What follows belongs to an exercise in optimizing a design on an open flow for small area; a production flow would make more cautious choices.
Only simulation tests tie the RTL to the original design; equivalence was not proved.
Power and IR drop assume default switching activity.

the previous run:
==> module wg_add3, before the edit <==
module wg_add3 (
    input      [3:0] a,
    output reg [3:0] y
);
    always @* begin
        case (a)
            4'd0: y = 4'd0;
            4'd1: y = 4'd1;
            4'd2: y = 4'd2;
            4'd3: y = 4'd3;
            4'd4: y = 4'd4;
            4'd5: y = 4'd8;
            4'd6: y = 4'd9;
            4'd7: y = 4'd10;
            4'd8: y = 4'd11;
            4'd9: y = 4'd12;
            4'd10: y = 4'd11;
            4'd11: y = 4'd8;
            4'd12: y = 4'd13;
            4'd13: y = 4'd14;
            4'd14: y = 4'd9;
            4'd15: y = 4'd10;
        endcase
    end
endmodule
Settings: LEC_CHECK=0, CAP_MARGIN=20, CORE_MARGIN=2, CORE_UTILIZATION=50, SLEW_MARGIN=20, SYNTH_HIERARCHICAL=1; clock period 20.0 ns.
standard.sh (not shown) runs the stock make flow with config.mk's settings and CLKGATE_MAP_FILE= SYNTH_SCRIPT=/design/flow/synth_recipe.tcl, a recipe that flattens the netlist after the stock synthesis.
==> flow/flow/run.sh <==
#!/bin/bash
set -euo pipefail
bash standard.sh \
  "BUFFER_PORTS_ARGS=-buffer_cell sky130_fd_sc_hd__buf_1" \
  "CTS_ARGS=-sink_clustering_enable -repair_clock_nets -dont_use_dummy_load -buf_list sky130_fd_sc_hd__clkbuf_8 -sink_clustering_size 16 -sink_clustering_max_diameter 80" \
  finish > flow.log 2>&1
The previous run closes out successfully: all stages finished, all timing, DRC and antenna checks passed.
The inputs of the current run differ from those of the previous run as listed below.
diff --git a/flow/design.v b/flow/design.v
--- a/flow/design.v
+++ b/flow/design.v
@@ -134,8 +134,8 @@
             4'd10: y = 4'd11;
             4'd11: y = 4'd8;
-            4'd12: y = 4'd13;
-            4'd13: y = 4'd14;
+            4'd12: y = 4'd5;
+            4'd13: y = 4'd6;
             4'd14: y = 4'd9;
-            4'd15: y = 4'd10;
+            4'd15: y = 4'd2;
         endcase
     end
## What came out
- Summary — via count, the current run relative to the previous run: higher, by 211.
- Summary of the current run over the previous run: multi-input logic area went up; worst hold slack fell by 0.025 ns; share of the cycle needed by the critical path after routing shows an increase of 4.1 points.
- Looking at least setup slack across all paths after layout across both flows, the current run is the weaker of the two, with the previous run ahead.
- Of the current run and the previous run, the run reporting the lower number of signal-net buffers in the layout was the current run.
- The current run — multi-input logic cell count 30 higher, the previous run as reference
- Compared with the previous run, first-iteration DRC count in the current run decreased by a few percent.
- Looking at the current run and the previous run, the part of the power in the clock network is a wash.

--- another note on this design; it stands on its own ---

Setup of build 68:
Design wiegand_core, start of the top module:
module wiegand_core (
    input             clk,
    input             rst,
    input             tick_us,
    input             edge_d0,
    input             edge_d1,
    input             cfg_deadtime_en,
    input      [31:0] cfg_dead_time_us,
    input      [31:0] cfg_partial_timeout_us,
    input      [31:0] cfg_gap_us,
    input      [31:0] cfg_dup_window_us,
    input      [31:0] cfg_cadence_us,
    input             cfg_overflow_policy,
    output reg        tx_valid,
    output     [15:0] tx_id,
    output     [55:0] tx_msg,
    output     [2:0]  tx_len,
    output reg        ev_cap_ok,
    output reg        ev_cap_err,
    output reg        ev_q_ovf,
    output     [15:0] ev_push_id,
    output reg        ev_evict,
    output     [15:0] ev_evict_id
);
clock: 20.0 ns
lec_check: 0
cap_margin: 20
core_margin: 2
core_utilization: 50
slew_margin: 20
synth_hierarchical: 1
standard.sh (not shown) runs the stock make flow with config.mk's settings and CLKGATE_MAP_FILE= SYNTH_SCRIPT=/design/flow/synth_recipe.tcl, a recipe that flattens the netlist after the stock synthesis.
==> flow/flow/run.sh <==
#!/bin/bash
set -euo pipefail
bash standard.sh \
  "BUFFER_PORTS_ARGS=-buffer_cell sky130_fd_sc_hd__buf_1" \
  "CTS_ARGS=-sink_clustering_enable -repair_clock_nets -dont_use_dummy_load -buf_list sky130_fd_sc_hd__clkbuf_8 -sink_clustering_size 18 -sink_clustering_max_diameter 90" \
  finish > flow.log 2>&1
In summary, build 68 completed successfully, with a layout that passed the timing, design-rule and antenna checks.
Here is what was changed in the inputs of build 1 compared with build 68.
- setting GPL_TIMING_DRIVEN to 0 for the first time
==> flow/flow/run.sh <==
#!/bin/bash
set -euo pipefail
bash standard.sh \
  "BUFFER_PORTS_ARGS=-buffer_cell sky130_fd_sc_hd__buf_1" \
  "CTS_ARGS=-sink_clustering_enable -repair_clock_nets -dont_use_dummy_load -buf_list sky130_fd_sc_hd__clkbuf_8 -sink_clustering_size 16 -sink_clustering_max_diameter 80" \
  finish > flow.log 2>&1
Notes after the runs:
Build 1 ended with every stage complete and zero timing, DRC or antenna violations. NOTE: number of nets in the layout in build 1 exceeds that of build 68. Compared with build 68, build 1 shows a worst slack on hold paths that is 0.017 ns lower. On build 1: final cell count without fillers is 44 higher than what build 68 gave. Worst max-slew margin expressed relative to the limit: build 1 and build 68 compared, lower one is build 1. On portion of the clock cycle consumed by the worst path in the final layout, the higher figure sits with build 1, not build 68. Looking at part of the power in the clock network, build 1 sits 0.4 points higher than build 68 does. Between build 1 and build 68, the met2 wire length is higher for build 68. For the power, build 1 came in 1.7% higher than build 68 did.

separate check: timing with driven ports:
In the flow no input, the clock included, has a driving cell. The finished layouts below were timed again as built, in two steps. Step 1 assumes that a clkbuf_16 drives the clock port and a buf_2 every other input. Step 2 also shifts input and output timing later by t, the mid clock arrival at the registers, as if the neighbouring blocks saw the same clock. Slacks: no drivers / after step 1 / after step 2; pairs: no drivers / after step 1.
| run | shift t [ns] | slack for setup (ns) | worst setup path at the end | latest minus earliest clock arrival (ns) | worst slew at a driven data input, ns |
|---|---|---|---|---|---|
| the previous run | 0.705 | 4.876 / 4.823 / 5.527 | register to output | 0.083 / 0.083 | 0.07 |
| the current run | 0.702 | 4.056 / 4.000 / 4.701 | register to output | 0.109 / 0.109 | 0.07 |
| build 68 | 0.704 | 4.848 / 4.790 / 5.494 | register to output | 0.084 / 0.084 | 0.07 |
| build 1 | 0.694 | 4.723 / 4.668 / 5.361 | register to output | 0.089 / 0.089 | 0.07 |
After both steps every run listed still meets setup and hold.
